Context: an optimization exercise on an open-source flow, tuned for small area, a short achievable clock period and few clock cycles. The choices shown serve that exercise and are no tape-out recipe. The RTL was checked by simulation tests, not by an equivalence proof against the original design.

Design fvmc, start of the top module:
module fvmc (
    input  wire        clk,
    input  wire        rst,         
    input  wire        req,         
    input  wire        we,          
    input  wire [5:0]  addr,        
    input  wire [31:0] wdata,
    output wire        ack,         
    output reg  [31:0] rdata,       
    output wire [16:0] mot_yaw,
    output wire [16:0] mot_fwd
);
    localparam [5:0] A_CMD = 6'h00, A_ERR = 6'h01, A_PAYLOAD = 6'h02, A_FHI = 6'h03,
                     A_FLO = 6'h04, A_RESULT = 6'h05, A_STAT = 6'h06, A_COUNT = 6'h07,
                     A_DIST = 6'h08, A_TURN = 6'h09, A_STATE = 6'h0A, A_TARGET = 6'h0B,
                     A_POS = 6'h0C, A_VEL = 6'h0D, A_MYAW = 6'h0E, A_MFWD = 6'h0F,
                     A_ZCNT = 6'h10, A_DCNT = 6'h11, A_OPA = 6'h12, A_OPB = 6'h13,
                     A_OPRES = 6'h14, A_TDIST = 6'h15, A_SHEAD = 6'h18, A_SAX = 6'h19,
                     A_SAY = 6'h1A, A_SAZ = 6'h1B, A_SVALID = 6'h1C;
    localparam [7:0] OP_ENC = 8'h01, OP_DEC = 8'h02, OP_RXPUSH = 8'h03, OP_RXFLUSH = 8'h04,
                     OP_ENQ = 8'h10, OP_HALT = 8'h11, OP_TICK = 8'h12,
                     OP_HERR = 8'h20, OP_CORR = 8'h21;
    localparam integer E_CSUM = 0, E_ILL = 1, E_QFULL = 2, E_SENS = 3,
                       E_ENCOVF = 4, E_ACCSAT = 5, E_BUS = 6;
    localparam [2:0] J_HEAD = 3'd0, J_TURN = 3'd1, J_HX = 3'd2, J_BIG = 3'd3, J_VEL = 3'd4;
    localparam signed [35:0] WQMAX = 36'sd11529215046;
    localparam signed [35:0] WQMIN = -36'sd11529215047;
    localparam [17:0]        WRMAX = 18'd10955, WRMIN = 18'd149044;
    localparam signed [36:0] SQMAX = 37'sd2305843;
    localparam signed [36:0] SQMIN = -37'sd2305844;
    localparam signed [24:0] SQMAX25 = 25'sd2305843;
    localparam signed [24:0] SQMIN25 = -25'sd2305844;
    localparam [17:0]        SRMAX = 18'd1474, SRMIN = 18'd158525;
  ...
Settings: LEC_CHECK=0, CAP_MARGIN=30, CORE_MARGIN=2, CORE_UTILIZATION=45, CTS_CLUSTER_DIAMETER=100, CTS_CLUSTER_SIZE=22, SLEW_MARGIN=30; clock period 90.0 ns.
standard.sh (not shown) runs the stock make flow with config.mk's settings and CLKGATE_MAP_FILE= SYNTH_SCRIPT=/design/flow/synth_recipe.tcl, a recipe that flattens the netlist after the stock synthesis.
==> flow/flow/run.sh <==
#!/bin/bash
# Own layout flow: the standard ORFS flow, with the port buffers built from
# sky130_fd_sc_hd__buf_4 cells instead of the resizer's default buffer choice.
# Each tool writes its own logs under orfs/logs; the driver's output goes to standard.log.
set -o pipefail
export BUFFER_PORTS_ARGS="-buffer_cell sky130_fd_sc_hd__buf_4"
# ask the timing repair for 51 ns of setup slack at the 90 ns clock
export SETUP_SLACK_MARGIN=51
bash standard.sh > standard.log 2>&1
The baseline completed with no timing, DRC or antenna violations.
Testbench counts at the start, summed over its fixed seeds: cycles 161,913.
Then changed:
--- a/flow/design.v
+++ b/flow/design.v
@@ -771,29 +771,30 @@
             st_t = {st_r, st_q[14]};
             if (st_t >= {1'b0, dv_d}) begin
                 st_r = st_t[12:0] - dv_d;
                 st_q = {st_q[13:0], 1'b1};
             end else begin
                 st_r = st_t[12:0];
                 st_q = {st_q[13:0], 1'b0};
             end
         end
     end
     wire        dv_last = dv_busy && (dv_cnt == 2'd0);
     wire [18:0] dv_fmu  = {st_r, dv_low[5:0]};
-    wire [18:0] dv_fm   = dv_neg ? (19'd359999 - dv_fmu) : dv_fmu;
-    wire signed [19:0] dv_e = dv_neg ? ($signed(20'd179999) - $signed({1'b0, dv_fmu}))
-                                     : ($signed({1'b0, dv_fmu}) - $signed(20'd180000));
     wire [17:0] dv_rau = {st_r[9:0], dv_low};
-    wire [17:0] dv_ra  = dv_neg ? (18'd159999 - dv_rau) : dv_rau;
+    wire [18:0] dv_pu  = (dv_job == J_BIG) ? {1'b0, dv_rau} : dv_fmu;
+    wire [18:0] dv_pc  = (dv_job == J_BIG) ? 19'd159999 : 19'd359999;
+    wire [18:0] dv_fm  = dv_neg ? (dv_pc - dv_pu) : dv_pu;
+    wire [17:0] dv_ra  = dv_fm[17:0];
+    wire signed [19:0] dv_e = $signed({1'b0, dv_fm}) - $signed(20'd180000);
     wire signed [16:0] dv_qa = dv_neg ? ~{2'b0, st_q} : {2'b0, st_q};
     wire wr_shead = do_wr && addr == A_SHEAD;
     wire wr_opa   = do_wr && addr == A_OPA;
     wire wr_opb   = do_wr && addr == A_OPB;
     wire wr_sax   = do_wr && addr == A_SAX;
     wire dv_free  = !dv_busy || dv_last;
     wire wp_inval    = wr_sax || c_tick;
     wire abort_big   = dv_busy && !dv_last && ((dv_job == J_BIG && wp_inval) ||
                                                (dv_job == J_HEAD && wr_shead) ||
                                                (dv_job == J_HX && (wr_opa || wr_opb)));
     wire dv_free2    = dv_free || abort_big;
     reg        ld;
The new run finished with timing, DRC and antenna clean.
Hold slack degrades by 0.0071 ns.
Utilization decreases by 0.20 points.
Cell area decreases by about 0.8%.
Via count decreases by about 0.55%.
Die area decreases by about 0.75%.
Register-to-register slack degrades by 1.9 ns.
Sequential share of layout area increases by 0.25 points.
First-iteration DRC count increases by 4.9%.
Wire length increases by 2.5%.
Clock-buffer cell count is unchanged.
Clock skew increases by 0.016 ns.
Final cell count decreases by 0.97%.
Setup slack improves by 0.048 ns.
Testbench counts after the change, summed over its fixed seeds: cycles 161,913.

==> port drivers added, routing unchanged <==
Ports are ideal in the flow. The routed layouts listed here were re-timed in OpenROAD.
Step 1 sets driving cells, clkbuf_16 on the clock port and buf_2 on the other inputs (assumed; they add their load-dependent delay and slew).
Step 2 also shifts input and output timing later by t, the mid clock arrival at the registers, as if the neighbouring blocks saw the same clock.
a / b / c = no drivers / after step 1 / after step 2; a / b = the first two.
| run | shift t [ns] | setup slack, ns | pins driven straight from the clock port |
|---|---|---|---|
| the first run | 0.841 | 50.847 / 50.681 / 50.681 | 1 |
| the second run | 0.850 | 50.895 / 50.867 / 50.867 | 1 |
After both steps every run listed still meets setup and hold. The setup slack of the first run, which loses most, moves by -0.166 ns with the drivers and by -0.166 ns with both steps.
